Source: an optimization exercise on an open RTL-to-GDS flow (aim: small area). Production flows keep margins and buffers that such runs may drop.
The RTL was checked by simulation tests, not by an equivalence proof against the original design.
Power figures rest on the tool's default switching activity, not on a simulated workload.

<file path="config.mk">
export PLATFORM = sky130hd
export DESIGN_NAME = xbee_rx
export DESIGN_NICKNAME = xbee_rx
export VERILOG_FILES = /design/flow/design.v
export SDC_FILE = /design/flow/constraint.sdc
export NUM_CORES = 4
export LEC_CHECK = 0
export CAP_MARGIN = 0
export CORE_MARGIN = 2
export CORE_UTILIZATION = 60
export CTS_CLUSTER_DIAMETER = 100
export CTS_CLUSTER_SIZE = 30
export PLACE_DENSITY = 0.7
export SLEW_MARGIN = 0
export SYNTH_HIERARCHICAL = 1
</file>
<file path="constraint.sdc">
create_clock -name core_clock -period 14.0 [get_ports {clk}]
set_input_delay 2.8000 -clock core_clock [delete_from_list [all_inputs] [get_ports {clk}]]
set_output_delay 2.8000 -clock core_clock [all_outputs]
set_load 0.01 [all_outputs]
</file>
<file path="design.v">
module xbee_rx (
    input  wire        clk,
    input  wire        rst,             
    input  wire        in_valid,
    output wire        in_ready,
    input  wire [7:0]  in_op,           
    input  wire [7:0]  in_arg,          
    output reg         out_valid,
    input  wire        out_ready,
    output reg  [1:0]  out_kind,        
    output reg  [3:0]  out_code,        
    output wire [63:0] out_src64,
    output wire [15:0] out_src16,
    output wire [7:0]  out_options,
    output wire [15:0] out_length,
    output wire [7:0]  out_checksum,
    output reg  [8:0]  out_data_len,
    input  wire [7:0]  rd_addr,
    output wire [7:0]  rd_data
);
    localparam OP_CONNECT    = 8'h01;
    localparam OP_STOP       = 8'h02;
    localparam OP_RX_BYTE    = 8'h04;
    localparam OP_RX_ERROR   = 8'h05;
    localparam OP_RX_TIMEOUT = 8'h06;
    localparam DELIM     = 8'h7E;
    localparam TYPE_RX   = 8'h90;
    localparam RX_FIXED  = 11;
    localparam DATA_CAP  = 256;
    localparam K_STATUS = 2'd0;
    localparam K_FRAME  = 2'd1;
    localparam K_DROP   = 2'd2;
    localparam K_ERROR  = 2'd3;
    localparam E_OK           = 4'd0;
    localparam E_CONNECTION   = 4'd1;
    localparam E_ALREADY      = 4'd2;
    localparam E_TRANSPORT_RD = 4'd6;
    localparam E_TIMEOUT      = 4'd8;
    localparam E_ZERO_LENGTH  = 4'd9;
    localparam E_CHECKSUM     = 4'd10;
    localparam E_UNKNOWN_TYPE = 4'd11;
    localparam E_SHORT        = 4'd12;
    localparam E_OVERSIZE     = 4'd13;
    localparam S_IDLE  = 3'd0;
    localparam S_DELIM = 3'd1;
    localparam S_LENHI = 3'd2;
    localparam S_LENLO = 3'd3;
    localparam S_TYPE  = 3'd4;
    localparam S_BODY  = 3'd5;
    localparam S_CKSUM = 3'd6;
    reg [2:0]  rx_state;
    reg [15:0] rx_len;
    reg        rx_type_ok;      
    reg [7:0]  rx_sum;
    reg [15:0] rx_cnt;          
    reg [7:0]  rx_ck;
    reg        rx_zero;         
    reg [7:0]  hdr [0:RX_FIXED-1];
    reg [8*DATA_CAP-1:0] pay;    
    wire       take = in_valid & in_ready;
    wire [7:0] b    = in_arg;
    wire       rxb  = take & (in_op == OP_RX_BYTE);
    assign in_ready = ~out_valid;
    wire body_b   = rxb & (rx_state == S_BODY);
    wire in_hdr   = rx_cnt < 16'd13;
    wire hdr_sh   = body_b & in_hdr;
    wire pay_sh   = body_b & ~in_hdr & ~rx_zero & (b != 8'h00);
    wire [7:0] sum_all = rx_sum + b;
    reg [3:0] dec_code;
    always @* begin
        if (sum_all != 8'hFF)
            dec_code = E_CHECKSUM;
        else if (!rx_type_ok)
            dec_code = E_UNKNOWN_TYPE;
        else if (rx_len < 16'd12)
            dec_code = E_SHORT;
        else if (rx_len > 16'd12 + DATA_CAP)
            dec_code = E_OVERSIZE;
        else
            dec_code = E_OK;
    end
    always @(posedge clk) begin
        if (rst) begin
            rx_state  <= S_IDLE;
            out_valid <= 1'b0;
        end else begin
            if (out_valid && out_ready)
                out_valid <= 1'b0;
            if (take) begin
                case (in_op)
                OP_CONNECT: begin
                    out_valid <= 1'b1;
                    out_kind  <= K_STATUS;
                    if (rx_state != S_IDLE)
                        out_code <= E_ALREADY;
                    else if (!in_arg[0])
                        out_code <= E_CONNECTION;
                    else begin
                        out_code <= E_OK;
                        rx_state <= S_DELIM;
                    end
                end
                OP_STOP: begin
                    out_valid <= 1'b1;
                    out_kind  <= K_STATUS;
                    out_code  <= E_OK;
                    rx_state  <= S_IDLE;
                end
                OP_RX_ERROR: begin
                    if (rx_state != S_IDLE) begin
                        out_valid <= 1'b1;
                        out_kind  <= K_ERROR;
                        out_code  <= E_TRANSPORT_RD;
                        rx_state  <= S_DELIM;
                    end
                end
                OP_RX_TIMEOUT: begin
                    if (rx_state != S_IDLE && rx_state != S_DELIM) begin
                        out_valid <= 1'b1;
                        out_kind  <= K_ERROR;
                        out_code  <= E_TIMEOUT;
                        rx_state  <= S_DELIM;
                    end
                end
                OP_RX_BYTE: begin
                    case (rx_state)
                    S_DELIM: begin
                        if (b == DELIM)
                            rx_state <= S_LENHI;
                    end
                    S_LENHI: begin
                        rx_state <= S_LENLO;
                    end
                    S_LENLO: begin
                        rx_state <= S_TYPE;
                    end
                    S_TYPE: begin
                        if (rx_len == 16'd0) begin
                            out_valid <= 1'b1;
                            out_kind  <= K_DROP;
                            out_code  <= E_ZERO_LENGTH;
                            rx_state  <= S_DELIM;
                        end else if (rx_len == 16'd1)
                            rx_state <= S_CKSUM;
                        else
                            rx_state <= S_BODY;
                    end
                    S_BODY: begin
                        if (rx_cnt == rx_len)
                            rx_state <= S_CKSUM;
                    end
                    S_CKSUM: begin
                        out_valid <= 1'b1;
                        out_code  <= dec_code;
                        out_kind  <= (dec_code == E_OK) ? K_FRAME : K_DROP;
                        rx_state  <= S_DELIM;
                    end
                    default: ;    
                    endcase
                end
                default: ;        
                endcase
            end
        end
    end
    always @(posedge clk) begin
        if (rxb) begin
            if (rx_state == S_LENHI)
                rx_len[15:8] <= b;
            if (rx_state == S_LENLO)
                rx_len[7:0] <= b;
            if (rx_state == S_TYPE) begin
                rx_type_ok   <= (b == TYPE_RX);
                rx_sum       <= b;
                rx_cnt       <= 16'd2;
                rx_zero      <= 1'b0;
                out_data_len <= 9'd0;
            end
            if (rx_state == S_BODY) begin
                rx_sum <= rx_sum + b;
                rx_cnt <= rx_cnt + 16'd1;
                if (!in_hdr && b == 8'h00)
                    rx_zero <= 1'b1;
            end
            if (rx_state == S_CKSUM)
                rx_ck <= b;
        end
        if (pay_sh)
            out_data_len <= out_data_len + 9'd1;
    end
    integer j;
    always @(posedge clk) begin
        if (hdr_sh) begin
            hdr[0] <= b;
            for (j = 1; j < RX_FIXED; j = j + 1)
                hdr[j] <= hdr[j-1];
        end
    end
    wire [7:0]   addr = out_valid ? rd_addr : out_data_len[7:0];
    wire         keep = ~(rxb & (rx_state == S_TYPE));    
    wire [7:0]   wb   = b & {8{pay_sh}};
    wire [15:0]  hi_n, lo_n;
    wire [255:0] sel;
    xrx_predec u_phi (.a(addr[7:4]), .y_n(hi_n));
    xrx_predec u_plo (.a(addr[3:0]), .y_n(lo_n));
    genvar gp, gb, gt;
    generate
        for (gp = 0; gp < DATA_CAP; gp = gp + 1) begin : g_byte
            wire [7:0] d;
            xrx_nor2 u_s (.a(hi_n[gp/16]), .b(lo_n[gp%16]), .y(sel[gp]));
            for (gb = 0; gb < 8; gb = gb + 1) begin : g_d
                xrx_ao22 u_d (.a0(pay[8*gp+gb]), .s0(keep),
                              .a1(wb[gb]), .s1(sel[gp]), .y(d[gb]));
            end
            always @(posedge clk)
                pay[8*gp +: 8] <= d;
        end
        for (gb = 0; gb < 8; gb = gb + 1) begin : g_bit
            wire [85:0] t_n;
            for (gt = 0; gt < 85; gt = gt + 1) begin : g_t
                xrx_aoi222 u_t (
                    .a0(pay[8*(3*gt)+gb]),   .s0(sel[3*gt]),
                    .a1(pay[8*(3*gt+1)+gb]), .s1(sel[3*gt+1]),
                    .a2(pay[8*(3*gt+2)+gb]), .s2(sel[3*gt+2]),
                    .y_n(t_n[gt]));
            end
            xrx_nand2 u_last (.a(pay[8*255+gb]), .b(sel[255]), .y(t_n[85]));
            xrx_nand_all #(.N(86)) u_or (.a_n(t_n), .y(rd_data[gb]));
        end
    endgenerate
    assign out_src64    = {hdr[10], hdr[9], hdr[8], hdr[7],
                           hdr[6], hdr[5], hdr[4], hdr[3]};
    assign out_src16    = {hdr[2], hdr[1]};
    assign out_options  = hdr[0];
    assign out_length   = rx_len;
    assign out_checksum = rx_ck;
endmodule
module xrx_ao22 (
    input  wire a0, s0, a1, s1,
    output wire y
);
    assign y = (a0 & s0) | (a1 & s1);
endmodule
module xrx_aoi222 (
    input  wire a0, s0, a1, s1, a2, s2,
    output wire y_n
);
    assign y_n = ~((a0 & s0) | (a1 & s1) | (a2 & s2));
endmodule
module xrx_nand2 (
    input  wire a, b,
    output wire y
);
    assign y = ~(a & b);
endmodule
module xrx_nor2 (
    input  wire a, b,
    output wire y
);
    assign y = ~(a | b);
endmodule
module xrx_predec (
    input  wire [3:0]  a,
    output wire [15:0] y_n
);
    genvar k;
    generate
        for (k = 0; k < 16; k = k + 1) begin : g_k
            assign y_n[k] = ~(a == k);
        end
    endgenerate
endmodule
module xrx_nand_all #(parameter N = 2) (
    input  wire [N-1:0] a_n,
    output wire         y
);
    assign y = ~&a_n;
endmodule
</file>
<file path="run.sh">
#!/bin/bash
# synth_recipe.tcl (not shown) runs the flow's synth.tcl, then flattens the netlist and writes it again
# the make line also repeats each setting of config.mk as NAME=value (left out here)
make -C /OpenROAD-flow-scripts/flow DESIGN_CONFIG=/design/flow/config.mk WORK_HOME=/design/flow/orfs CLKGATE_MAP_FILE= SYNTH_SCRIPT=/design/flow/synth_recipe.tcl finish
</file>
==> impl_metrics.csv, run 1 <==
group,metric,value,unit
clock_network,cts_tree,"yes",
die,io_pins,165,
route,viasPerCell,7.273,
status,status,"finished clean",
route,num_vias,57190,
power_and_ir_drop,power_leakage,0.02990,uW
clock_network,postCtsHoldBufs,0,
die,die_area,0.1283,mm2
setup_path,crit_path_start_kind,"input port",
route,antenna_left,0,
clock_network,root_buffer,"clkbuf_16",
route,dr.pass1.iters,13,
synthesis,ys_seq_elements,2205,
setup_path,cp_slowest_cell,"nor4_1",
layout,drive_gt1_share,5.879,%
synthesis,syn_nets,5811,
clock_network,cts_made_buffers,83,
global_route,grt_remaining_overflow,0,
timing,skew,0.02241,ns
timing,rsz0062_at_grt,"no",
layout,register_area,0.04567,mm2
setup_path,critPathBufInv,2,
setup_path,crit_family,"simple AND/OR/NAND/NOR gates",
clock_network,clock_latency,0.72,ns
setup_path,path_cells,"clkdlybuf4s50_1 > mux2_2 > or4b_1 > nor2_1 > a222oi_1 > nand4_1 > nor4_1 > nand4_1 > or4_1 > clkdlybuf4s50_1",
place,portBuffers,164,
global_route,first_global_vias,51550,
timing,final-hold-violation-count,0,
synthesis,synth_cell_types,58,
synthesis,syn_inst,5772,
die,die_width,358.1,um
flow_run,maxCapViolations,0,
clock_network,cts.sinks,2205,
clock_network,h-tree-depth,3,
route,wl,209.6,mm
layout,multi_input_area,0.02954,mm2
synthesis,synth-edff-count,153,
layout,final_cell_mix,"dfxtp_1 (2052), a22o_1 (2048), a222oi_1 (680), nor2_1 (287), buf_4 (205)",
clock_network,path_clk_slew,0.11,ns
layout,nets,6252,
place,dp_cells,7765,
clock_network,max-clock-path-buffers,3,
setup_path,cp-end-kind,"output pin",
layout,mostFrequentLayoutCell,"dfxtp_1",
synthesis,synthArstFlopShare,0,%
setup_path,path_class,"input port to output pin",
timing,tns,0,ns
layout,n_fill_cell,9437,
place,gp_congestion,0.8440,
route,drt_iter0_drc,9736,
synthesis,avgSynthCellArea,13.04,um2
power_and_ir_drop,ir_worst_vdd,0.1049,mV
die,fp.coreArea,0.1241,mm2
timing,min_period,11.39,ns
place,dpl-instance-area,0.08063,mm2
setup_path,crit_start,"rd_addr[3]",
clock_network,post_cts_resized,0,
timing,relSlewSlack,7.258,%
synthesis,ys_warn_count,8,
worst_hold_path,hold_path.class,"flop to flop",
synthesis,synth_area,0.07524,mm2
global_route,grt_max_degree,271,
layout,design_area,0.08289,mm2
die,start_util,60.62,%
clock_network,cts_setup_buffers,0,
worst_hold_path,worstHoldStart,"hdr[3][0]$_DFFE_PP_",
route,drc,0,
global_route,track_usage,31.29,%
setup_path,crit_path_max_incr_delay,1.19,ns
synthesis,synth_ff_type,"dfxtp_1",
layout,syn2layout_area_growth,10.16,%
synthesis,ys_seq_area_share,60.70,%
timing,report.final.slew_viol_count,0,
global_route,grt_pass1_wl,319.1,mm
timing,min_period_over_period,81.39,%
setup_path,required,11.20,ns
setup_path,r2r-start,"out_valid$_SDFF_PP0_",
die,row_count,129,
timing,tightest_slew,1.378,ns
timing,max_freq,87.76,MHz
setup_path,worstPathMaxFanout,16,
power_and_ir_drop,p_per_area,113.1,mW/mm2
timing,setup_viol,0,
power_and_ir_drop,total_power,9371,uW
layout,fin_cells,7864,
place,hpwl,125.5,mm
setup_path,arrival,8.59,ns
global_route,antenna_found_initial,2,
route,drt-wirelength-per-cell,26.66,um
die,die_y,358.1,um
flip-flops by register name, indices dropped and copies added, names as in the netlist:
register      cells
pay            2048
hdr              88
rx_cnt           16
rx_len           16
out_data_len      9
rx_ck             8
rx_sum            8
out_code          4
rx_state          3
out_kind          2
out_valid         1
rx_type_ok        1
rx_zero           1
Yosys cell counts (all sizes together), types with 2 or more instances:
master   instances  area (um2)
a211oi           6       45.04
a21boi           2       15.01
a21oi           12       60.06
a222oi         680        6807
a22o          2048       17940
and2            10       62.56
and2b            2       15.01
and3             6       42.54
buf              4       38.78
clkbuf          17       63.81
dfxtp         2052       41080
edfxtp         153        4594
ha              10       125.1
inv              7       26.28
mux2            13       146.4
mux2i            3       30.03
nand2           41       161.4
nand2b           2       12.51
nand3           15       87.59
nand3b           3       22.52
nand4          192        1201
nand4b           8       70.07
nand4bb         12       135.1
nor2           302        1170
nor2b            3       18.77
nor3            13       65.06
nor4            42       269.0
o2111a           2       22.52
o21ai           16       80.08
o21bai           2       15.01
or2              4       25.02
or3              3       18.77
or4             21       168.9
or4b             8       87.59
xnor2           25       219.0
xor2            20       175.2
layer usage:
| metal | wire (um) | global-route usage [%] | up-vias |
|---|---|---|---|
| li1 | - | - | 26030 |
| met4 | 5328 | 7.992 | 0 |
| met1 | 95570 | 47.07 | 28840 |
| met5 | 0 | 0 | - |
| met3 | 14930 | 4.555 | 268 |
| met2 | 93800 | 47.26 | 2053 |
area by class of cell:
| class | count | area share [%] |
|---|---|---|
| Timing Repair Buffer | 377 | 4.030 |
| Tap cell | 1637 | 2.471 |
| Sequential cell | 2205 | 55.10 |
| Multi-Input combinational cell | 3538 | 35.63 |
| Clock buffer | 96 | 2.693 |
| Antenna cell | 1 | 0.003019 |
| Clock inverter | 2 | 0.02415 |
| Inverter | 8 | 0.04227 |
cells by family after synthesis:
family                   count (synthesis)  share of synthesized area, %
AND/OR/NAND/NOR                        690                         4.862
XOR/XNOR                                45                        0.5238
buffers and inverters                   29                        0.1829
adder cells (fa/ha/maj)                 11                        0.1929
AO/OA/AOI/OAI                         2776                         33.30
multiplexers                            16                        0.2345
flip-flops                            2205                         60.70
worst register-to-register path: stages (launching register included):
cell and delay [ns]:
dfxtp_1 0.67, and2b_1 0.32, nand2_4 0.15, clkinv_4 0.10
nand2_8 0.54, buf_12 0.74, buf_4 0.82, buf_4 0.88
a22o_1 0.39
per-stage QoR:
step                      hold WS [ns]  util, %  setup WS, ns
after CTS                       0.4521    66.78         2.782
final                           0.4535    66.78         2.605
after floorplan                 0.4553        -         2.810
after global placement          0.4281    64.96         2.784
after global routing            0.4671    66.78         2.525
after detailed placement        0.4312    64.96         2.805
per-module statistics from Yosys (local to each module, per instance), a selection:
module      flops+latches  cell area [um2]  cells
xbee_rx              2205            47680   2508
xrx_predec              0            186.4     20
xrx_aoi222              0            10.01      1
xrx_ao22                0            8.758      1
xrx_nand2               0            3.754      1
xrx_nor2                0            3.754      1
power by group:
part | switching [uW] | internal (uW)
combinational | 15.3 | 12.7
clock | 1860 | 1150
sequential | 0.126 | 6330
total | 1880 | 7490
final timing paths:
path / end / slack, ns / cells past startpoint
min: hdr[4][0]$_DFFE_PP_ / 0.45 / 0
max reg2reg: pay[1874]$_DFF_P_ / 9.33 / 8
min reg2reg: hdr[4][0]$_DFFE_PP_ / 0.45 / 0
max: rd_data[6] / 2.61 / 10
==> inputs of run 2 (changes only) <==
--- a/config.mk
+++ b/config.mk
@@ -8,8 +8,8 @@
 export CAP_MARGIN = 0
 export CORE_MARGIN = 2
 export CORE_UTILIZATION = 60
-export CTS_CLUSTER_DIAMETER = 100
-export CTS_CLUSTER_SIZE = 30
+export CTS_CLUSTER_DIAMETER = 80
+export CTS_CLUSTER_SIZE = 24
 export PLACE_DENSITY = 0.7
 export SLEW_MARGIN = 0
 export SYNTH_HIERARCHICAL = 1
==> impl_metrics.csv, run 2 <==
group,metric,value,unit
status,status,"finished clean",
flow_run,maxCapViolations,0,
route,dr.pass1.iters,13,
timing,setup_viol,0,
global_route,antenna_found_initial,4,
worst_hold_path,hold_depth,0,
route,num_vias,57390,
setup_path,worst-r2r-cell-count,8,
power_and_ir_drop,ir_worst_vdd,0.1260,mV
timing,tightest_slew,1.375,ns
layout,regMostFlops,"pay",
setup_path,crit_path_start_kind,"input port",
timing,final-hold-violation-count,0,
setup_path,path_cells,"clkdlybuf4s50_1 > mux2_2 > or4b_1 > nor2_1 > a222oi_1 > nand4_1 > nor4_1 > nand4_1 > or4_1 > clkdlybuf4s50_1",
route,viasPerCell,7.268,
timing,min_period,11.51,ns
route,met2_length,94.13,mm
synthesis,synthArstFlopShare,0,%
clock_network,root_buffer,"clkbuf_16",
route,antenna_left,0,
timing,max_freq,86.87,MHz
setup_path,required,11.20,ns
clock_network,clock_latency,0.76,ns
clock_network,cts.sinks,2205,
synthesis,ys_warn_count,8,
setup_path,cp.depth,10,
global_route,grt_remaining_overflow,0,
timing,min_period_over_period,82.22,%
layout,final_cell_mix,"dfxtp_1 (2052), a22o_1 (2048), a222oi_1 (680), nor2_1 (287), buf_4 (205)",
worst_hold_path,worstHoldStart,"hdr[0][2]$_DFFE_PP_",
synthesis,yosysMostFrequentCell,"dfxtp_1",
power_and_ir_drop,power_leakage,0.03021,uW
clock_network,h-tree-depth,3,
setup_path,r2r-start,"out_valid$_SDFF_PP0_",
power_and_ir_drop,p_per_area,116.5,mW/mm2
setup_path,critPathBufInv,2,
clock_network,path_clk_slew,0.09,ns
setup_path,crit_family,"simple AND/OR/NAND/NOR gates",
worst_hold_path,hold_path.class,"flop to flop",
synthesis,synth-edff-count,153,
setup_path,crit_path_max_incr_delay,1.19,ns
synthesis,avgSynthCellArea,13.04,um2
worst_hold_path,min_to,"hdr[1][2]$_DFFE_PP_",
die,die_width,358.1,um
layout,largest_register_ffs,2048,
synthesis,yosys.area.top_type,"dfxtp_1",
synthesis,yosysTopAreaCellShare,54.60,%
synthesis,synthTopCellsByCount,"dfxtp_1 (2052), a22o_1 (2048), a222oi_1 (680)",
layout,diodes,0,
clock_network,postCtsHoldBufs,0,
timing,skew,0.01915,ns
layout,drive_gt1_share,6.311,%
timing,tns,0,ns
setup_path,cp-end-kind,"output pin",
place,hpwl,125.5,mm
timing,report.final.slew_viol_count,0,
route,drt-wirelength-per-cell,26.63,um
setup_path,worstPathMaxFanout,16,
clock_network,post_cts_resized,0,
timing,relSlewSlack,7.516,%
global_route,first_global_vias,51860,
die,die_y,358.1,um
setup_path,arrival,8.71,ns
synthesis,ys_seq_area_share,60.70,%
route,drt_iter0_drc,9489,
route,route.met3.wl,15.44,mm
place,gp_congestion,0.8440,
layout,register_area,0.04567,mm2
layout,mostFrequentLayoutCell,"dfxtp_1",
synthesis,syn_nets,5811,
layout,top_regs,"pay (2048), hdr (88)",
die,row_count,129,
timing,rsz0062_at_grt,"no",
layout,syn2layout_area_growth,11.02,%
layout,n_fill_cell,9345,
route,met1_length,95.19,mm
global_route,track_usage,31.45,%
route,wl,210.3,mm
synthesis,synth_area,0.07524,mm2
setup_path,cp_slowest_cell,"nor4_1",
global_route,grt_pass1_wl,320.7,mm
global_route,grt_max_degree,271,
synthesis,synth_cell_types,58,
clock_network,cts_tree,"yes",
synthesis,synth_ff_type,"dfxtp_1",
clock_network,max-clock-path-buffers,3,
setup_path,r2r_slack,9.26,ns
place,portBuffers,164,
layout,multi_input_area,0.02954,mm2
setup_path,path_class,"input port to output pin",
die,fp.coreArea,0.1241,mm2
die,io_pins,165,
timing,whs,0.4489,ns
die,die_area,0.1283,mm2
synthesis,netlist_top_cells_area,"dfxtp_1 (55%), a22o_1 (24%), a222oi_1 (9.0%), edfxtp_1 (6.1%), nand4_1 (1.6%)",
die,start_util,60.62,%
route,drc,0,
clock_network,cts_made_buffers,103,
route,dr.max_layer_used,"met5",
clock_network,cts_setup_buffers,0,
layout,nets,6272,
synthesis,ys_seq_elements,2205,
setup_path,reg2reg_to,"pay[1874]$_DFF_P_",
synthesis,syn_inst,5772,
-- run 2: changes by cell type in the layout (fill, tap and decap cells not counted), sizes merged --
cell and delta:
clkinv +3, clkbuf +26, bufinv +2, diode -1, inv +1, clkinvlp +1
-- run 2: per-stage QoR --
stage	util [%]	total power [uW]	area [um2]	setup WS [ns]	cells
6_report	67.30	9735	83530	2.489	7896
5_1_grt	67.30	10010	83530	2.562	7896
4_1_cts	67.30	9794	83530	2.780	7896
3_5_place_dp	64.96	6503	80630	2.805	7765
3_3_place_gp	64.96	6503	80630	2.784	7765
2_1_floorplan	-	6488	75260	2.810	5772
-- run 2: routing by layer --
| metal | track usage (%) | up-vias |
|---|---|---|
| met3 | 4.514 | 291 |
| met5 | 0 | - |
| li1 | - | 26090 |
| met1 | 47.28 | 28900 |
| met2 | 47.62 | 2104 |
| met4 | 7.958 | 4 |
-- run 2: worst register-to-register path, delay by kind of cell (launching register included) --
family          cells  cell delay, ns
simple gates        3            1.03
flops               1            0.67
buf+inv             4            2.65
compound gates      1            0.36
-- run 2: cells by family after synthesis --
family	after synthesis	share of synthesized area (%)
compound gates	2776	33.30
flops	2205	60.70
simple gates	690	4.862
xor+xnor	45	0.5238
buf+inv	29	0.1829
mux	16	0.2345
fa+ha+maj	11	0.1929
-- run 2: final cells by class --
| class | count | area share (%) |
|---|---|---|
| Multi-Input combinational cell | 3538 | 35.36 |
| Clock buffer | 122 | 3.322 |
| Clock inverter | 9 | 0.1468 |
| Timing Repair Buffer | 377 | 3.999 |
| Tap cell | 1637 | 2.452 |
| Sequential cell | 2205 | 54.68 |
| Inverter | 8 | 0.04194 |
-- run 2: worst max path at each step --
stage | startpoint | to
floorplan | in_op[0] | out_data_len[0]$_SDFFCE_PN0P_
global placement | rd_addr[3] | rd_data[7]
detailed placement | rd_addr[3] | rd_data[7]
CTS | rd_addr[3] | rd_data[7]
global route | rd_addr[3] | rd_data[7]
finish | rd_addr[3] | rd_data[7]
-- run 2: Yosys stat by module, one instance, submodules excluded, excerpt --
module      copies in the design  area, um2
xrx_predec                     2      186.4
xbee_rx                        1      47680
xrx_nor2                     256      3.754
xrx_ao22                    2048      8.758
xrx_aoi222                   680      10.01
xrx_nand2                      8      3.754
-- run 2: power by group --
group          total, uW  switching (uW)  internal [uW]
Clock               3380            1940           1440
Sequential          6330           0.126           6330
Combinational       28.0            15.3           12.7
Total               9730            1960           7780
==> inputs of run 3 (changes only) <==
==> flow/run.sh (new file) <==
#!/bin/bash
set -euo pipefail
export BUFFER_PORTS_ARGS="-buffer_cell sky130_fd_sc_hd__buf_1"
bash standard.sh > standard.log 2>&1
==> standard.sh (new file) <==
#!/bin/bash
# synth_recipe.tcl (not shown) runs the flow's synth.tcl, then flattens the netlist and writes it again
# the make line also repeats each setting of config.mk as NAME=value (left out here)
make -C /OpenROAD-flow-scripts/flow DESIGN_CONFIG=/design/flow/config.mk WORK_HOME=/design/flow/orfs CLKGATE_MAP_FILE= SYNTH_SCRIPT=/design/flow/synth_recipe.tcl "${@:-finish}"
--- a/config.mk
+++ b/config.mk
@@ -8,8 +8,9 @@
 export CAP_MARGIN = 0
 export CORE_MARGIN = 2
 export CORE_UTILIZATION = 60
-export CTS_CLUSTER_DIAMETER = 80
-export CTS_CLUSTER_SIZE = 24
+export CTS_CLUSTER_DIAMETER = 100
+export CTS_CLUSTER_SIZE = 30
+export GPL_TIMING_DRIVEN = 0
 export PLACE_DENSITY = 0.7
 export SLEW_MARGIN = 0
 export SYNTH_HIERARCHICAL = 1
removed: run.sh
==> impl_metrics.csv, run 3 <==
group,metric,value,unit
die,die_y,358.1,um
setup_path,path_class,"input port to output pin",
synthesis,syn_nets,5811,
flow_run,maxCapViolations,1,
synthesis,synth_xor_area_share,0.5238,%
layout,syn2layout_area_growth,8.627,%
clock_network,root_buffer,"clkbuf_16",
global_route,grt_max_degree,169,
clock_network,cts_made_buffers,83,
route,drt_iter0_drc,9180,
layout,finish.utilization,65.85,%
place,hpwl,125.9,mm
timing,setup_viol,0,
timing,max_freq,89.53,MHz
timing,skew,0.02904,ns
route,met1_length,94.54,mm
setup_path,cp_slowest_cell,"nor4_1",
timing,rsz0062_at_grt,"no",
setup_path,reg2reg_to,"pay[743]$_DFF_P_",
timing,relSlewSlack,-5.899,%
clock_network,clock_latency,0.73,ns
place,portBuffers,163,
setup_path,path_cells,"buf_1 > mux2_2 > clkbuf_1 > nand4b_1 > nor2_1 > a222oi_1 > nand4_1 > nor4_1 > nand4_1 > or4_1 > buf_1",
synthesis,ys_seq_elements,2205,
synthesis,syn_inst,5772,
synthesis,synthArstFlopShare,0,%
synthesis,muxShareOfSynthArea,0.2345,%
layout,mostFrequentLayoutCell,"dfxtp_1",
timing,tns,0,ns
route,num_vias,56740,
setup_path,worst-r2r-cell-count,11,
synthesis,netlist_top_cells_area,"dfxtp_1 (55%), a22o_1 (24%), a222oi_1 (9.0%), edfxtp_1 (6.1%), nand4_1 (1.6%)",
layout,n_fill_cell,9425,
route,route.met3.wl,13.38,mm
power_and_ir_drop,ir_worst_vdd,0.1099,mV
route,antenna_left,0,
synthesis,yosys.area.top_type,"dfxtp_1",
setup_path,cp-end-kind,"output pin",
worst_hold_path,worstHoldStart,"hdr[6][4]$_DFFE_PP_",
synthesis,synth-simple-area-share,4.862,%
die,die_area,0.1283,mm2
die,io_pins,165,
clock_network,cts_setup_buffers,0,
global_route,grt_remaining_overflow,0,
layout,regMostFlops,"pay",
timing,report.final.slew_viol_count,2,
place,dp_cells,7633,
power_and_ir_drop,p_per_area,114.4,mW/mm2
synthesis,synth_top_family_by_area,"compound AO/OA/AOI/OAI gates",
worst_hold_path,hold_path.class,"flop to flop",
route,met2_length,90.65,mm
synthesis,yosysMostFrequentCell,"dfxtp_1",
synthesis,synth_ff_type,"dfxtp_1",
die,die_width,358.1,um
route,viasPerCell,7.333,
synthesis,synth_compound_area_share,33.30,%
route,wl,203.7,mm
timing,min_period_over_period,79.78,%
setup_path,worstPathMaxFanout,16,
timing,tightest_slew,1.574,ns
clock_network,path_clk_slew,0.11,ns
layout,fin_cells,7737,
layout,largest_register_ffs,2048,
synthesis,synth_area,0.07524,mm2
setup_path,r2r_slack,9.39,ns
setup_path,arrival,8.37,ns
global_route,track_usage,30.41,%
die,row_count,129,
layout,top_regs,"pay (2048), hdr (88)",
timing,min_period,11.17,ns
clock_network,postCtsHoldBufs,0,
setup_path,crit_path_start_kind,"input port",
clock_network,cts_tree,"yes",
synthesis,synth-edff-count,153,
status,status,"finished with violations",
route,drt-wirelength-per-cell,26.32,um
synthesis,avgSynthCellArea,13.04,um2
synthesis,ys_seq_area_share,60.70,%
clock_network,max-clock-path-buffers,3,
global_route,grt_pass1_wl,312.0,mm
die,fp.coreArea,0.1241,mm2
synthesis,yosysTopAreaCellShare,54.60,%
route,dr.pass1.iters,11,
setup_path,crit_path_max_incr_delay,1.30,ns
place,gp_congestion,0.8050,
synthesis,synthAdderAreaFrac,0.1929,%
synthesis,ys_warn_count,8,
setup_path,required,11.20,ns
clock_network,cts.sinks,2205,
status,checkFailReasons,"max-capacitance violations, max-slew violations",
route,dr.max_layer_used,"met5",
die,start_util,60.62,%
timing,final-hold-violation-count,0,
worst_hold_path,hold_depth,0,
route,drc,0,
layout,drive_gt1_share,3.625,%
clock_network,post_cts_resized,0,
setup_path,crit_start,"rd_addr[4]",
synthesis,synth_cell_types,58,
layout,nets,6121,
power_and_ir_drop,power_leakage,0.02901,uW
synthesis,synthTopCellsByCount,"dfxtp_1 (2052), a22o_1 (2048), a222oi_1 (680)",
global_route,antenna_found_initial,5,
worst_hold_path,min_to,"hdr[7][4]$_DFFE_PP_",
setup_path,r2r-start,"out_valid$_SDFF_PP0_",
global_route,first_global_vias,51270,
layout,final_cell_mix,"dfxtp_1 (2052), a22o_1 (2048), a222oi_1 (680), nor2_1 (292), nand4_1 (192)",
clock_network,h-tree-depth,3,
run 3: per-module statistics from Yosys, one instance, submodules excluded, excerpt:
module	cells inside	copies in the design	area, um2	flip-flops and latches
xrx_nor2	1	256	3.754	0
xrx_predec	20	2	186.4	0
xrx_ao22	1	2048	8.758	0
xrx_aoi222	1	680	10.01	0
xbee_rx	2508	1	47680	2205
xrx_nand2	1	8	3.754	0
run 3: cell families (layout without fill, tap and decap cells):
| family | Yosys count | after routing |
|---|---|---|
| AO/OA/AOI/OAI | 2776 | 2776 |
| flip-flops | 2205 | 2205 |
| AND/OR/NAND/NOR | 690 | 690 |
| XOR/XNOR | 45 | 45 |
| buffers and inverters | 29 | 354 |
| multiplexers | 16 | 16 |
| adder cells (fa/ha/maj) | 11 | 11 |
| other | 0 | 3 |
run 3: stage by stage:
step           total power, uW  hold slack, ns  setup WS [ns]  instance area [um2]
2_1_floorplan             6488          0.4553          2.810                75260
3_3_place_gp              6497          0.4268        -0.7988                77920
3_5_place_dp              6498          0.4310          3.016                79480
4_1_cts                   9410          0.4570          3.007                81710
5_1_grt                   9631          0.4608          2.895                81730
6_report                  9353          0.4511          2.830                81730
run 3: worst max path at each step:
stage | end | slack, ns
final | rd_data[4] | 2.83
after global routing | rd_data[4] | 2.89
after CTS | rd_data[4] | 3.01
after detailed placement | rd_data[4] | 3.02
after global placement | out_data_len[4]$_SDFFCE_PN0P_ | -0.80
after floorplan | out_data_len[0]$_SDFFCE_PN0P_ | 2.81
run 3: critical path: cells and delay by family:
kind	cells	cell delay, ns
and+or+nand+nor	6	3.97
buffers and inverters	3	0.61
AOI/OAI and AO/OA	1	0.59
muxes	1	0.36
run 3: power by group:
part / switching (uW) / internal (uW) / total (uW)
Combinational: 15.0 / 7.97 / 23.0
Sequential: 0.0398 / 6330 / 6330
Clock: 1880 / 1120 / 3000
Total: 1890 / 7460 / 9350
run 3: routing by layer:
metal / up-vias / track usage (%)
met5: - / 0
met4: 2 / 7.573
met3: 281 / 4.051
met2: 1902 / 45.97
met1: 28770 / 46.01
li1: 25780 / -
run 3: layout make-up:
class	count	area [um2]	area share (%)
sequential	2205	45670	55.88
multi-input combinational	3538	29560	36.17
clock inverter	6	75.07	0.09185
tap	1637	2048	2.506
antenna	3	7.507	0.009185
buffer	21	102.6	0.1255
timing repair buffer	225	2066	2.527
clock buffer	94	2161	2.644
inverter	8	35.03	0.04286
==> inputs of run 4 (changes only) <==
--- a/config.mk
+++ b/config.mk
@@ -5,12 +5,12 @@
 export SDC_FILE = /design/flow/constraint.sdc
 export NUM_CORES = 4
 export LEC_CHECK = 0
-export CAP_MARGIN = 0
+export CAP_MARGIN = 15
 export CORE_MARGIN = 2
 export CORE_UTILIZATION = 60
 export CTS_CLUSTER_DIAMETER = 100
 export CTS_CLUSTER_SIZE = 30
 export GPL_TIMING_DRIVEN = 0
 export PLACE_DENSITY = 0.7
-export SLEW_MARGIN = 0
+export SLEW_MARGIN = 15
 export SYNTH_HIERARCHICAL = 1
==> impl_metrics.csv, run 4 <==
group,metric,value,unit
setup_path,required,11.20,ns
clock_network,cts_tree,"yes",
synthesis,ys_seq_area_share,60.70,%
global_route,grt_max_degree,148,
die,die_area,0.1283,mm2
synthesis,yosys.area.top_type,"dfxtp_1",
power_and_ir_drop,ir_worst_vdd,0.1042,mV
setup_path,cp_common_cell,"nand4_1",
power_and_ir_drop,swShare,20.11,%
timing,max_freq,94.09,MHz
layout,top_regs,"pay (2048), hdr (88)",
layout,mostFrequentLayoutCell,"dfxtp_1",
timing,report.final.slew_viol_count,0,
layout,finish.utilization,66.19,%
setup_path,crit_family,"simple AND/OR/NAND/NOR gates",
route,num_vias,56760,
global_route,antenna_found_initial,6,
place,hpwl,126.5,mm
synthesis,syn_inst,5772,
timing,rsz0062_at_grt,"no",
worst_hold_path,hold_path.class,"flop to flop",
die,io_pins,165,
synthesis,syn_nets,5811,
clock_network,cts_setup_buffers,0,
synthesis,ys_warn_count,8,
clock_network,h-tree-depth,3,
die,die_width,358.1,um
global_route,grt_remaining_overflow,0,
setup_path,crit_path_start_kind,"input port",
clock_network,post_cts_resized,0,
die,die_y,358.1,um
timing,min_period,10.63,ns
synthesis,synth_cell_types,58,
layout,diodes,0,
die,row_count,129,
setup_path,arrival,7.83,ns
global_route,globalRouteMet1Util,46.15,%
place,portBuffers,163,
synthesis,yosysTopAreaCellShare,54.60,%
status,status,"finished clean",
layout,largest_register_ffs,2048,
global_route,first_global_vias,50870,
timing,min_period_over_period,75.92,%
setup_path,cp_slowest_cell,"nor4_1",
layout,drive_gt1_share,4.297,%
clock_network,path_clk_slew,0.11,ns
power_and_ir_drop,p_switching,1884,uW
timing,skew,0.02898,ns
timing,setup_viol,0,
route,wl,203.3,mm
synthesis,synthArstFlopShare,0,%
setup_path,path_cells,"buf_1 > mux2_2 > clkbuf_1 > nand4_1 > buf_6 > nor2_1 > a222oi_1 > nand4_1 > nor4_1 > nand4_1 > or4_1 > buf_1",
clock_network,cts.sinks,2205,
setup_path,crit_path_max_incr_delay,1.12,ns
route,antenna_left,0,
global_route,met2_usage,45.95,%
clock_network,cts_made_buffers,83,
power_and_ir_drop,p_clk_share,32.1,%
route,dr.pass1.iters,13,
synthesis,synth_ff_type,"dfxtp_1",
layout,fin_cells,7758,
synthesis,yosysMostFrequentCell,"dfxtp_1",
route,drc,0,
synthesis,netlist_top_cells_area,"dfxtp_1 (55%), a22o_1 (24%), a222oi_1 (9.0%), edfxtp_1 (6.1%), nand4_1 (1.6%)",
power_and_ir_drop,intPower,7481,uW
global_route,track_usage,30.33,%
timing,relSlewSlack,13.67,%
power_and_ir_drop,p_comb_share,0.2,%
synthesis,synth_area,0.07524,mm2
clock_network,postCtsHoldBufs,0,
timing,final-hold-violation-count,0,
die,fp.coreArea,0.1241,mm2
setup_path,cp-end-kind,"output pin",
route,drt-wirelength-per-cell,26.20,um
setup_path,r2r_slack,9.20,ns
layout,nets,6147,
route,viasPerCell,7.316,
power_and_ir_drop,seqPwrFrac,67.6,%
global_route,busiest_layer,"met1",
synthesis,avgSynthCellArea,13.04,um2
route,drt_iter0_drc,9120,
clock_network,clock_latency,0.72,ns
synthesis,synthTopCellsByCount,"dfxtp_1 (2052), a22o_1 (2048), a222oi_1 (680)",
place,gp_congestion,0.8050,
power_and_ir_drop,p_per_area,114.0,mW/mm2
power_and_ir_drop,power_leakage,0.02920,uW
clock_network,root_buffer,"clkbuf_16",
layout,regMostFlops,"pay",
synthesis,ys_seq_elements,2205,
setup_path,path_class,"input port to output pin",
clock_network,max-clock-path-buffers,3,
setup_path,critPathBufInv,4,
layout,syn2layout_area_growth,9.196,%
global_route,grt_pass1_wl,310.6,mm
layout,final_cell_mix,"dfxtp_1 (2052), a22o_1 (2048), a222oi_1 (680), nor2_1 (280), nand4_1 (192)",
timing,tightest_slew,1.283,ns
die,start_util,60.62,%
flow_run,maxCapViolations,0,
setup_path,worstPathMaxFanout,16,
place,dp_cells,7654,
global_route,grt_use_met3,3.898,%
synthesis,synth-edff-count,153,
==> run 4: cell counts after synthesis <==
No cell type changed its count.
==> run 4: final timing paths <==
path                         from             endpoint  cells past startpoint
max                    rd_addr[0]           rd_data[4]                     12
min           hdr[5][3]$_DFFE_PP_  hdr[6][3]$_DFFE_PP_                      0
max reg2reg  out_valid$_SDFF_PP0_     pay[723]$_DFF_P_                     11
min reg2reg   hdr[5][3]$_DFFE_PP_  hdr[6][3]$_DFFE_PP_                      0
==> run 4: cell families (layout without fill, tap and decap cells) <==
group | after synthesis | in the layout | synth area share [%]
AO/OA/AOI/OAI | 2776 | 2776 | 33.30
XOR/XNOR | 45 | 45 | 0.5238
adder cells (fa/ha/maj) | 11 | 11 | 0.1929
buffers and inverters | 29 | 378 | 0.1829
flip-flops | 2205 | 2205 | 60.70
multiplexers | 16 | 16 | 0.2345
AND/OR/NAND/NOR | 690 | 690 | 4.862
==> run 4: modules after synthesis (local to each module, per instance), a selection <==
module,copies in the design,cell area (um2),cells inside
xbee_rx,1,47680,2508
xrx_ao22,2048,8.758,1
xrx_aoi222,680,10.01,1
xrx_nand2,8,3.754,1
xrx_nor2,256,3.754,1
xrx_predec,2,186.4,20
==> run 4: cell type report <==
cell class | count | area, um2
buffer | 21 | 102.6
fill | 9321 | 41960
clock inverter | 2 | 25.02
tap | 1637 | 2048
clock buffer | 96 | 2221
inverter | 8 | 35.03
sequential | 2205 | 45670
multi-input combinational | 3538 | 29660
timing repair buffer | 251 | 2392
==> run 4: power by group through the flow <==
stage	Combinational (uW)	Sequential (uW)	Clock, uW
CTS	22.8	6330	3070
global route	25.4	6330	3280
finish	23.0	6330	3010
global placement	21.8	6480	0
floorplan	12.4	6480	0
detailed placement	22.7	6480	0
==> run 4: worst register-to-register path, stage by stage, from the launching register on <==
cell	delay (ns)
dfxtp_1	0.34
clkbuf_1	0.50
and2b_1	0.34
nand2_4	0.16
clkinv_4	0.10
nand2_8	0.43
buf_16	0.41
buf_16	0.52
buf_16	0.53
buf_16	0.47
buf_16	0.58
a22o_1	0.36
==> run 4: per-stage QoR <==
step / worst slack, ns / TNS, ns / total power (uW) / cell area, um2 / hold slack, ns
floorplan: 2.810 / 0 / 6488 / 75260 / 0.4553
global placement: -0.7988 / -7.186 / 6497 / 77920 / 0.4268
detailed placement: 3.508 / 0 / 6498 / 79840 / 0.4296
CTS: 3.501 / 0 / 9422 / 82080 / 0.4556
global route: 3.307 / 0 / 9635 / 82160 / 0.4658
finish: 3.372 / 0 / 9365 / 82160 / 0.4504
==> run 4: per-layer routing <==
metal | wire length (um) | up-vias
met5 | 12 | -
met4 | 4829 | 2
met3 | 13800 | 231
met2 | 91170 | 2024
met1 | 93490 | 28650
li1 | - | 25850
==> inputs of run 5 (changes only) <==
--- a/config.mk
+++ b/config.mk
@@ -5,12 +5,12 @@
 export SDC_FILE = /design/flow/constraint.sdc
 export NUM_CORES = 4
 export LEC_CHECK = 0
-export CAP_MARGIN = 15
+export CAP_MARGIN = 8
 export CORE_MARGIN = 2
 export CORE_UTILIZATION = 60
 export CTS_CLUSTER_DIAMETER = 100
 export CTS_CLUSTER_SIZE = 30
 export GPL_TIMING_DRIVEN = 0
 export PLACE_DENSITY = 0.7
-export SLEW_MARGIN = 15
+export SLEW_MARGIN = 8
 export SYNTH_HIERARCHICAL = 1
==> impl_metrics.csv, run 5 <==
group,metric,value,unit
route,drt_iter0_drc,9077,
power_and_ir_drop,p_per_area,114.0,mW/mm2
global_route,grt_remaining_overflow,0,
synthesis,ys_seq_area_share,60.70,%
layout,syn2layout_area_growth,9.041,%
synthesis,yosysTopAreaCellShare,54.60,%
clock_network,cts.sinks,2205,
timing,rsz0062_at_grt,"no",
setup_path,r2r-start,"out_valid$_SDFF_PP0_",
status,status,"finished clean",
clock_network,postCtsHoldBufs,0,
worst_hold_path,min_to,"hdr[2][2]$_DFFE_PP_",
setup_path,path_class,"input port to output pin",
worst_hold_path,hold_path.class,"flop to flop",
route,wl,203.1,mm
timing,tightest_slew,1.351,ns
clock_network,cts_setup_buffers,0,
route,num_vias,56640,
synthesis,yosysMostFrequentCell,"dfxtp_1",
layout,drive_gt1_share,3.878,%
setup_path,path_cells,"buf_1 > mux2_2 > clkbuf_1 > nand4b_1 > nor2_1 > a222oi_1 > nand4_1 > nor4_2 > nand4_1 > or4_1 > buf_1",
place,portBuffers,163,
timing,setup_viol,0,
synthesis,ys_seq_elements,2205,
place,hpwl,126.6,mm
die,fp.coreArea,0.1241,mm2
clock_network,h-tree-depth,3,
clock_network,cts_made_buffers,83,
synthesis,synthArstFlopShare,0,%
timing,final-hold-violation-count,0,
setup_path,crit_path_max_incr_delay,0.94,ns
global_route,first_global_vias,50820,
setup_path,reg2reg_to,"pay[737]$_DFF_P_",
global_route,track_usage,30.28,%
route,drc,0,
clock_network,root_buffer,"clkbuf_16",
synthesis,synth-edff-count,153,
die,start_util,60.62,%
global_route,grt_max_degree,158,
setup_path,cp_slowest_cell,"nand4b_1",
route,met1_length,93.14,mm
synthesis,avgSynthCellArea,13.04,um2
place,gp_congestion,0.8050,
timing,min_period,10.69,ns
clock_network,path_clk_slew,0.11,ns
worst_hold_path,hold_depth,0,
clock_network,cts_tree,"yes",
route,viasPerCell,7.309,
global_route,antenna_found_initial,5,
timing,min_period_over_period,76.36,%
setup_path,worst-r2r-cell-count,10,
power_and_ir_drop,power_leakage,0.02915,uW
route,dr.pass1.iters,14,
synthesis,syn_inst,5772,
clock_network,post_cts_resized,0,
flow_run,maxCapViolations,0,
die,io_pins,165,
synthesis,synth_ff_type,"dfxtp_1",
layout,nets,6137,
power_and_ir_drop,ir_worst_vdd,0.1151,mV
worst_hold_path,worstHoldStart,"hdr[1][2]$_DFFE_PP_",
setup_path,critPathBufInv,3,
route,met2_length,90.84,mm
route,drt-wirelength-per-cell,26.22,um
die,die_y,358.1,um
setup_path,cp-end-kind,"output pin",
timing,setup_slack,3.310,ns
layout,regMostFlops,"pay",
timing,skew,0.02215,ns
synthesis,syn_nets,5811,
setup_path,arrival,7.89,ns
synthesis,synth_cell_types,58,
layout,largest_register_ffs,2048,
timing,relSlewSlack,9.078,%
die,die_width,358.1,um
route,antenna_left,0,
die,die_area,0.1283,mm2
clock_network,clock_latency,0.72,ns
synthesis,yosys.area.top_type,"dfxtp_1",
place,dp_slack,3.261,ns
route,route.met3.wl,14.18,mm
die,row_count,129,
route,dr.max_layer_used,"met5",
clock_network,max-clock-path-buffers,3,
layout,top_regs,"pay (2048), hdr (88)",
timing,max_freq,93.55,MHz
power_and_ir_drop,total_power,9349,uW
synthesis,ys_warn_count,8,
layout,mostFrequentLayoutCell,"dfxtp_1",
synthesis,synthTopCellsByCount,"dfxtp_1 (2052), a22o_1 (2048), a222oi_1 (680)",
setup_path,crit_family,"simple AND/OR/NAND/NOR gates",
timing,report.final.slew_viol_count,0,
setup_path,crit_path_start_kind,"input port",
setup_path,worstPathMaxFanout,16,
global_route,grt_pass1_wl,310.4,mm
synthesis,synth_area,0.07524,mm2
synthesis,netlist_top_cells_area,"dfxtp_1 (55%), a22o_1 (24%), a222oi_1 (9.0%), edfxtp_1 (6.1%), nand4_1 (1.6%)",
setup_path,required,11.20,ns
setup_path,r2r_slack,9.43,ns
layout,final_cell_mix,"dfxtp_1 (2052), a22o_1 (2048), a222oi_1 (680), nor2_1 (292), nand4_1 (192)",
-- run 5: cell counts after synthesis --
Identical to the previous run, type by type.
-- run 5: report_power, final --
part           switching [uW]  total [uW]  leakage [uW]  internal [uW]
clock                    1860        2990       0.00110           1140
sequential             0.0366        6330        0.0179           6330
combinational            15.2        23.2        0.0102           8.04
total                    1870        9350        0.0292           7480
-- run 5: Yosys stat by module (local to each module, per instance), a selection --
module / copies in the design / cell area (um2) / cells inside
xrx_predec: 2 / 186.4 / 20
xrx_ao22: 2048 / 8.758 / 1
xrx_nand2: 8 / 3.754 / 1
xrx_aoi222: 680 / 10.01 / 1
xbee_rx: 1 / 47680 / 2508
xrx_nor2: 256 / 3.754 / 1
-- run 5: layer usage --
metal  vias to the layer above  global-route usage, %
li1                      25830                      -
met1                     28500                  46.02
met2                      2044                  45.79
met3                       264                  3.888
met4                         6                  7.305
met5                         -                      0
-- run 5: cell type report --
type                       count  area, um2
antenna                        1      2.502
buffer                        21      102.6
clock buffer                  95       2207
clock inverter                 3      30.03
fill                        9423      42080
inverter                       8      35.03
multi-input combinational   3538      29590
sequential                  2205      45670
tap                         1637       2048
timing repair buffer         241       2352
-- run 5: kinds of logic (layout without fill, tap and decap cells) --
kind of cell / count (synthesis) / in the layout / synth area share [%]
AOI/OAI and AO/OA: 2776 / 2776 / 33.30
xor gates and xnor gates: 45 / 45 / 0.5238
adders and majority gates: 11 / 11 / 0.1929
buffers and inverters: 29 / 368 / 0.1829
DFF: 2205 / 2205 / 60.70
muxes: 16 / 16 / 0.2345
other: 0 / 1 / 0
and+or+nand+nor: 690 / 690 / 4.862
-- run 5: how the worst max path moves through the flow --
| stage | start | slack [ns] | to | cells past startpoint |
|---|---|---|---|---|
| floorplan | in_op[0] | 2.81 | out_data_len[0]$_SDFFCE_PN0P_ | 7 |
| global placement | in_op[0] | -0.80 | out_data_len[4]$_SDFFCE_PN0P_ | 7 |
| detailed placement | rd_addr[6] | 3.26 | rd_data[7] | 11 |
| CTS | rd_addr[6] | 3.25 | rd_data[7] | 11 |
| global route | rd_addr[6] | 3.29 | rd_data[7] | 11 |
| finish | rd_addr[4] | 3.31 | rd_data[7] | 11 |
-- run 5: through the flow --
stage	hold slack (ns)	utilization [%]	area (um2)	TNS, ns	cells
global placement	0.4268	62.78	77920	-7.186	7572
detailed placement	0.4310	64.28	79780	0	7648
global route	0.4607	66.10	82040	0	7748
floorplan	0.4553	-	75260	0	5772
finish	0.4512	66.10	82040	0	7749
CTS	0.4539	66.08	82020	0	7746
==> inputs of run 6 (changes only) <==
--- a/config.mk
+++ b/config.mk
@@ -7,10 +7,10 @@
 export LEC_CHECK = 0
 export CAP_MARGIN = 8
 export CORE_MARGIN = 2
-export CORE_UTILIZATION = 60
+export CORE_UTILIZATION = 75
 export CTS_CLUSTER_DIAMETER = 100
 export CTS_CLUSTER_SIZE = 30
 export GPL_TIMING_DRIVEN = 0
-export PLACE_DENSITY = 0.7
+export PLACE_DENSITY = 0.85
 export SLEW_MARGIN = 8
 export SYNTH_HIERARCHICAL = 1
==> impl_metrics.csv, run 6 <==
group,metric,value,unit
route,drt-wirelength-per-cell,27.39,um
synthesis,synth-edff-count,153,
clock_network,root_buffer,"clkbuf_16",
route,met2_length,92.39,mm
worst_hold_path,hold_path.class,"flop to flop",
power_and_ir_drop,p_comb_share,0.3,%
clock_network,postCtsHoldBufs,0,
power_and_ir_drop,p_per_area,114.7,mW/mm2
synthesis,avgSynthCellArea,13.04,um2
global_route,grt_remaining_overflow,0,
route,dr.max_layer_used,"met5",
place,gp_congestion,0.8506,
die,die_width,320.7,um
flow_run,maxCapViolations,0,
layout,nets,6125,
clock_network,cts.sinks,2205,
layout,final_cell_mix,"dfxtp_1 (2052), a22o_1 (2048), a222oi_1 (680), nor2_1 (291), nand4_1 (192)",
timing,max_freq,90.91,MHz
layout,top_regs,"pay (2048), hdr (88)",
setup_path,arrival,8.20,ns
global_route,grt_max_degree,166,
synthesis,yosysTopAreaCellShare,54.60,%
synthesis,ys_warn_count,8,
setup_path,required,11.20,ns
setup_path,path_class,"input port to output pin",
synthesis,synth_ff_type,"dfxtp_1",
setup_path,r2r_slack,9.45,ns
synthesis,ys_seq_elements,2205,
route,antenna_left,0,
layout,regMostFlops,"pay",
route,drc,0,
power_and_ir_drop,intPower,7474,uW
clock_network,cts_tree,"yes",
power_and_ir_drop,p_switching,1859,uW
die,fp.coreArea,0.09971,mm2
timing,tns,0,ns
synthesis,synthArstFlopShare,0,%
synthesis,syn_nets,5811,
clock_network,post_cts_resized,0,
timing,min_period,11.00,ns
global_route,antenna_found_initial,4,
layout,syn2layout_area_growth,8.125,%
route,met1_length,82.79,mm
route,drt_iter0_drc,10130,
synthesis,synth_cell_types,58,
clock_network,max-clock-path-buffers,3,
die,io_pins,165,
global_route,first_global_vias,53630,
synthesis,synth_area,0.07524,mm2
clock_network,cts_setup_buffers,0,
die,row_count,116,
clock_network,path_clk_slew,0.12,ns
clock_network,clock_latency,0.73,ns
synthesis,yosys.area.top_type,"dfxtp_1",
clock_network,cts_made_buffers,83,
place,hpwl,124.5,mm
layout,largest_register_ffs,2048,
setup_path,path_cells,"buf_1 > mux2_2 > clkbuf_1 > nand4b_1 > nor2_1 > a222oi_1 > nand4_1 > nor4_1 > nand4_1 > or4_1 > buf_1",
synthesis,ys_seq_area_share,60.70,%
layout,drive_gt1_share,3.657,%
timing,skew,0.04852,ns
synthesis,synthTopCellsByCount,"dfxtp_1 (2052), a22o_1 (2048), a222oi_1 (680)",
clock_network,h-tree-depth,3,
route,dr.pass1.iters,14,
status,status,"finished clean",
place,portBuffers,163,
die,die_y,320.7,um
route,num_vias,58420,
setup_path,cp-end-kind,"output pin",
global_route,track_usage,37.52,%
synthesis,syn_inst,5772,
route,route.met3.wl,18.57,mm
power_and_ir_drop,p_clk_share,31.9,%
timing,final-hold-violation-count,0,
power_and_ir_drop,swShare,19.92,%
power_and_ir_drop,power_leakage,0.02903,uW
layout,mostFrequentLayoutCell,"dfxtp_1",
timing,relSlewSlack,5.321,%
setup_path,crit_path_max_incr_delay,1.14,ns
timing,tightest_slew,1.407,ns
timing,setup_viol,0,
setup_path,crit_path_start_kind,"input port",
setup_path,cp_slowest_cell,"nor4_1",
die,die_area,0.1029,mm2
route,viasPerCell,7.896,
power_and_ir_drop,total_power,9333,uW
die,start_util,75.46,%
setup_path,worstPathMaxFanout,16,
synthesis,netlist_top_cells_area,"dfxtp_1 (55%), a22o_1 (24%), a222oi_1 (9.0%), edfxtp_1 (6.1%), nand4_1 (1.6%)",
power_and_ir_drop,ir_worst_vdd,0.1585,mV
timing,rsz0062_at_grt,"no",
timing,whs,0.4353,ns
synthesis,yosysMostFrequentCell,"dfxtp_1",
timing,min_period_over_period,78.57,%
global_route,grt_pass1_wl,311.7,mm
route,wl,202.7,mm
timing,report.final.slew_viol_count,0,
power_and_ir_drop,seqPwrFrac,67.8,%
==> run 6: cell counts after synthesis <==
No cell type changed its count.
==> run 6: area by class of cell <==
cell class	count	area [um2]
antenna	3	7.507
buffer	21	102.6
clock buffer	95	2207
clock inverter	2	25.02
fill	5793	18360
inverter	8	35.03
multi-input combinational	3538	29580
sequential	2205	45670
tap	1298	1624
timing repair buffer	229	2097
==> run 6: worst max-delay path, delay by kind of cell <==
family / cells / cell delay [ns]
AOI/OAI and AO/OA: 1 / 0.57
buffers and inverters: 3 / 0.51
muxes: 1 / 0.35
and+or+nand+nor: 6 / 3.91
==> run 6: stage by stage <==
step	worst slack [ns]	instance area [um2]	cells	utilization, %
CTS	3.081	81290	7392	81.53
finish	3.000	81360	7399	81.59
global placement	-0.4235	77490	7233	77.72
detailed placement	3.098	79060	7295	79.29
floorplan	2.810	75260	5772	-
global route	3.035	81350	7396	81.58
==> run 6: logic make-up after synthesis <==
family	after synthesis	synth area share (%)
AOI/OAI and AO/OA	2776	33.30
DFF	2205	60.70
and+or+nand+nor	690	4.862
xor gates and xnor gates	45	0.5238
buffers and inverters	29	0.1829
muxes	16	0.2345
adders and majority gates	11	0.1929
==> run 6: path summary, 6_finish.rpt <==
check	startpoint	to	depth (start not counted)
setup / recovery	rd_addr[4]	rd_data[3]	11
setup reg to reg	out_valid$_SDFF_PP0_	pay[1336]$_DFF_P_	6
hold reg to reg	hdr[2][0]$_DFFE_PP_	hdr[3][0]$_DFFE_PP_	0
hold / removal	hdr[2][0]$_DFFE_PP_	hdr[3][0]$_DFFE_PP_	0
==> run 6: modules after synthesis, one instance, submodules excluded, excerpt <==
module      copies in the design  flip-flops and latches  cells inside  cell area, um2
xbee_rx                        1                    2205          2508           47680
xrx_predec                     2                       0            20           186.4
xrx_aoi222                   680                       0             1           10.01
xrx_nor2                     256                       0             1           3.754
xrx_nand2                      8                       0             1           3.754
xrx_ao22                    2048                       0             1           8.758
==> run 6: power groups by stage <==
stage | sequential (uW) | clock [uW] | combinational [uW]
after floorplan | 6480 | 0 | 12.4
after global placement | 6480 | 0 | 22.1
after detailed placement | 6480 | 0 | 23.1
after CTS | 6330 | 2980 | 23.4
after global routing | 6330 | 3210 | 25.8
final | 6330 | 2980 | 24.1
==> run 6: layer usage <==
metal	vias to the layer above	GRT usage [%]
li1	25810	-
met1	29190	53.01
met2	2920	58.14
met3	490	5.948
met4	8	14.87
met5	-	0
==> inputs of run 7 (changes only) <==
--- a/config.mk
+++ b/config.mk
@@ -7,10 +7,10 @@
 export LEC_CHECK = 0
 export CAP_MARGIN = 8
 export CORE_MARGIN = 2
-export CORE_UTILIZATION = 75
+export CORE_UTILIZATION = 70
 export CTS_CLUSTER_DIAMETER = 100
-export CTS_CLUSTER_SIZE = 30
+export CTS_CLUSTER_SIZE = 33
 export GPL_TIMING_DRIVEN = 0
-export PLACE_DENSITY = 0.85
+export PLACE_DENSITY = 0.8
 export SLEW_MARGIN = 8
 export SYNTH_HIERARCHICAL = 1
==> impl_metrics.csv, run 7 <==
group,metric,value,unit
status,status,"finished with violations",
status,checkFailReasons,"max-capacitance violations, max-slew violations",
synthesis,yosys.area.top_type,"dfxtp_1",
layout,fin_cells,7496,
synthesis,synthAdderAreaFrac,0.1929,%
power_and_ir_drop,ir_worst_vdd,0.1263,mV
layout,register_area,0.04567,mm2
power_and_ir_drop,p_per_area,113.3,mW/mm2
power_and_ir_drop,intPower,7379,uW
die,die_area,0.1101,mm2
clock_network,cts_setup_buffers,0,
setup_path,path_cells,"buf_1 > mux2_2 > clkbuf_1 > nand4bb_1 > nor2_1 > a222oi_1 > nand4_1 > nor4_1 > nand4_1 > or4_1 > buf_1",
place,gp_congestion,0.8237,
setup_path,cp_slowest_cell,"nor4_1",
timing,min_period_over_period,81.85,%
synthesis,ys_seq_area_share,60.70,%
synthesis,avgSynthCellArea,13.04,um2
synthesis,synth_top_family_by_area,"compound AO/OA/AOI/OAI gates",
clock_network,max-clock-path-buffers,3,
setup_path,r2r-start,"out_valid$_SDFF_PP0_",
clock_network,h-tree-depth,3,
die,row_count,120,
setup_path,cp-end-kind,"output pin",
power_and_ir_drop,p_comb_share,0.3,%
setup_path,path_class,"input port to output pin",
synthesis,synthArstFlopShare,0,%
clock_network,cts_made_buffers,76,
flow_run,maxCapViolations,1,
layout,top_regs,"pay (2048), hdr (88)",
synthesis,ys_warn_count,8,
timing,final-hold-violation-count,0,
place,hpwl,123.9,mm
layout,nets,6117,
synthesis,netlist_top_cells_area,"dfxtp_1 (55%), a22o_1 (24%), a222oi_1 (9.0%), edfxtp_1 (6.1%), nand4_1 (1.6%)",
layout,syn2layout_area_growth,8.057,%
layout,multi_input_area,0.02956,mm2
worst_hold_path,worstHoldStart,"hdr[0][2]$_DFFE_PP_",
power_and_ir_drop,seqPwrFrac,68.8,%
layout,largest_register_ffs,2048,
synthesis,yosysTopAreaCellShare,54.60,%
synthesis,synth_xor_area_share,0.5238,%
setup_path,worstPathMaxFanout,16,
worst_hold_path,min_to,"hdr[1][2]$_DFFE_PP_",
die,die_y,331.9,um
timing,setup_viol,0,
power_and_ir_drop,p_clk_share,31.0,%
die,fp.coreArea,0.1069,mm2
synthesis,muxShareOfSynthArea,0.2345,%
clock_network,postCtsHoldBufs,0,
synthesis,ys_seq_elements,2205,
clock_network,path_clk_slew,0.12,ns
synthesis,yosysMostFrequentCell,"dfxtp_1",
synthesis,synth_area,0.07524,mm2
layout,final_cell_mix,"dfxtp_1 (2052), a22o_1 (2048), a222oi_1 (680), nor2_1 (290), nand4_1 (192)",
power_and_ir_drop,power_leakage,0.02894,uW
global_route,track_usage,34.42,%
synthesis,synth_ff_type,"dfxtp_1",
timing,skew,0.02672,ns
layout,drive_gt1_share,3.465,%
setup_path,crit_path_max_incr_delay,1.32,ns
setup_path,reg2reg_to,"pay[1926]$_DFF_P_",
synthesis,syn_inst,5772,
synthesis,synth_compound_area_share,33.30,%
worst_hold_path,hold_path.class,"flop to flop",
worst_hold_path,hold_depth,0,
layout,regMostFlops,"pay",
power_and_ir_drop,swShare,19.89,%
clock_network,cts_tree,"yes",
timing,tightest_slew,1.546,ns
route,dr.pass1.iters,13,
setup_path,r2r_slack,9.52,ns
timing,rsz0062_at_grt,"no",
place,portBuffers,163,
global_route,grt_max_degree,160,
synthesis,syn_nets,5811,
layout,n_fill_cell,7039,
synthesis,synth-simple-area-share,4.862,%
timing,min_period,11.46,ns
route,drt_iter0_drc,9715,
synthesis,synthTopCellsByCount,"dfxtp_1 (2052), a22o_1 (2048), a222oi_1 (680)",
route,wl,200.0,mm
timing,relSlewSlack,-4.030,%
route,drt-wirelength-per-cell,26.68,um
setup_path,worst-r2r-cell-count,10,
die,start_util,70.38,%
die,die_width,331.9,um
global_route,antenna_found_initial,4,
setup_path,required,11.20,ns
clock_network,post_cts_resized,0,
global_route,grt_remaining_overflow,0,
setup_path,crit_path_start_kind,"input port",
global_route,grt_pass1_wl,307.3,mm
timing,max_freq,87.26,MHz
route,antenna_left,0,
die,io_pins,165,
place,dp_cells,7400,
timing,tns,0,ns
clock_network,root_buffer,"clkbuf_16",
route,drc,0,
timing,report.final.slew_viol_count,2,
clock_network,cts.sinks,2205,
setup_path,arrival,8.66,ns
synthesis,synth-edff-count,153,
route,viasPerCell,7.646,
synthesis,synth_cell_types,58,
power_and_ir_drop,p_switching,1833,uW
global_route,first_global_vias,51440,
timing,whs,0.4481,ns
route,num_vias,57310,
layout,mostFrequentLayoutCell,"dfxtp_1",
clock_network,clock_latency,0.73,ns
run 7: how the worst max path moves through the flow:
stage	from	slack, ns	cells past startpoint	end
floorplan	in_op[0]	2.81	7	out_data_len[0]$_SDFFCE_PN0P_
global placement	in_op[0]	-0.57	7	out_data_len[0]$_SDFFCE_PN0P_
detailed placement	rd_addr[4]	2.73	11	rd_data[7]
CTS	rd_addr[6]	2.73	11	rd_data[7]
global route	rd_addr[6]	2.65	11	rd_data[7]
finish	rd_addr[4]	2.54	11	rd_data[1]
run 7: modules after synthesis, one instance, submodules excluded, excerpt:
module / area [um2] / copies in the design / cells inside / flops+latches
xrx_predec: 186.4 / 2 / 20 / 0
xrx_aoi222: 10.01 / 680 / 1 / 0
xrx_nor2: 3.754 / 256 / 1 / 0
xrx_ao22: 8.758 / 2048 / 1 / 0
xbee_rx: 47680 / 1 / 2508 / 2205
xrx_nand2: 3.754 / 8 / 1 / 0
run 7: critical path: cells and delay by family:
family | cells | cell delay (ns)
AOI/OAI and AO/OA | 1 | 0.71
buffers and inverters | 3 | 0.61
muxes | 1 | 0.27
and+or+nand+nor | 6 | 4.23
run 7: power groups by stage:
stage	Combinational, uW	Clock [uW]	Sequential, uW
final	23.1	2850	6330
after global routing	25.4	3090	6340
after CTS	22.8	2880	6330
after detailed placement	22.7	0	6480
after global placement	21.7	0	6480
after floorplan	12.4	0	6480
run 7: cell families (layout without fill, tap and decap cells):
kind of cell / Yosys count / after routing
other: 0 / 4
xor gates and xnor gates: 45 / 45
muxes: 16 / 16
buffers and inverters: 29 / 346
AOI/OAI and AO/OA: 2776 / 2776
adders and majority gates: 11 / 11
and+or+nand+nor: 690 / 690
DFF: 2205 / 2205
run 7: area by class of cell:
cell class | count | area share [%]
antenna | 4 | 0.01231
inverter | 8 | 0.04309
buffer | 21 | 0.1262
tap | 1403 | 2.159
multi-input combinational | 3538 | 36.36
timing repair buffer | 228 | 2.636
sequential | 2205 | 56.18
clock inverter | 2 | 0.02154
clock buffer | 87 | 2.468
run 7: layer usage:
layer,wire [um],vias to the layer above,GRT usage [%]
met5,27,-,0
met4,7128,4,11.68
met3,16310,344,4.169
met2,90250,2388,51.72
met1,86290,28780,51.71
li1,-,25800,-
run 7: through the flow:
step	setup WS, ns	power (uW)	instance area [um2]	utilization, %
2_1_floorplan	2.810	6488	75260	-
3_3_place_gp	-0.5724	6497	77630	72.61
3_5_place_dp	2.734	6498	79230	74.11
4_1_cts	2.729	9241	81250	76.01
5_1_grt	2.653	9452	81290	76.05
6_report	2.540	9212	81300	76.05

==> re-timing with driven ports <==
The results above use ideal ports. As a check the final layouts listed here were re-extracted and re-timed, cells and wires unchanged.
Step 1: set_driving_cell puts a clkbuf_16 on clk and a buf_2 on each other input, an assumption about the parent block.
Step 2 moves the port delays by t, midway between the first and last clock arrival at a register: inputs arrive t later, outputs are due t later. That takes back most of the time a late clock gives input paths.
Slacks: ideal ports / drivers / drivers and shift; pairs: ideal ports / drivers.
run	t, ns	slack for setup (ns)	clock arrival spread, ns
run 1	0.800	2.605 / 2.582 / 2.582	0.030 / 0.029
run 2	0.815	2.489 / 2.466 / 2.466	0.029 / 0.030
run 3	0.792	2.830 / 2.795 / 2.795	0.029 / 0.030
run 4	0.776	3.372 / 3.326 / 3.326	0.033 / 0.033
run 5	0.784	3.310 / 3.275 / 3.275	0.026 / 0.027
run 6	0.787	3.000 / 2.959 / 2.959	0.048 / 0.048
run 7	0.791	2.540 / 2.486 / 2.486	0.032 / 0.032
The setup slack of run 7, which loses most, moves by -0.054 ns with the drivers and by -0.054 ns with both steps.
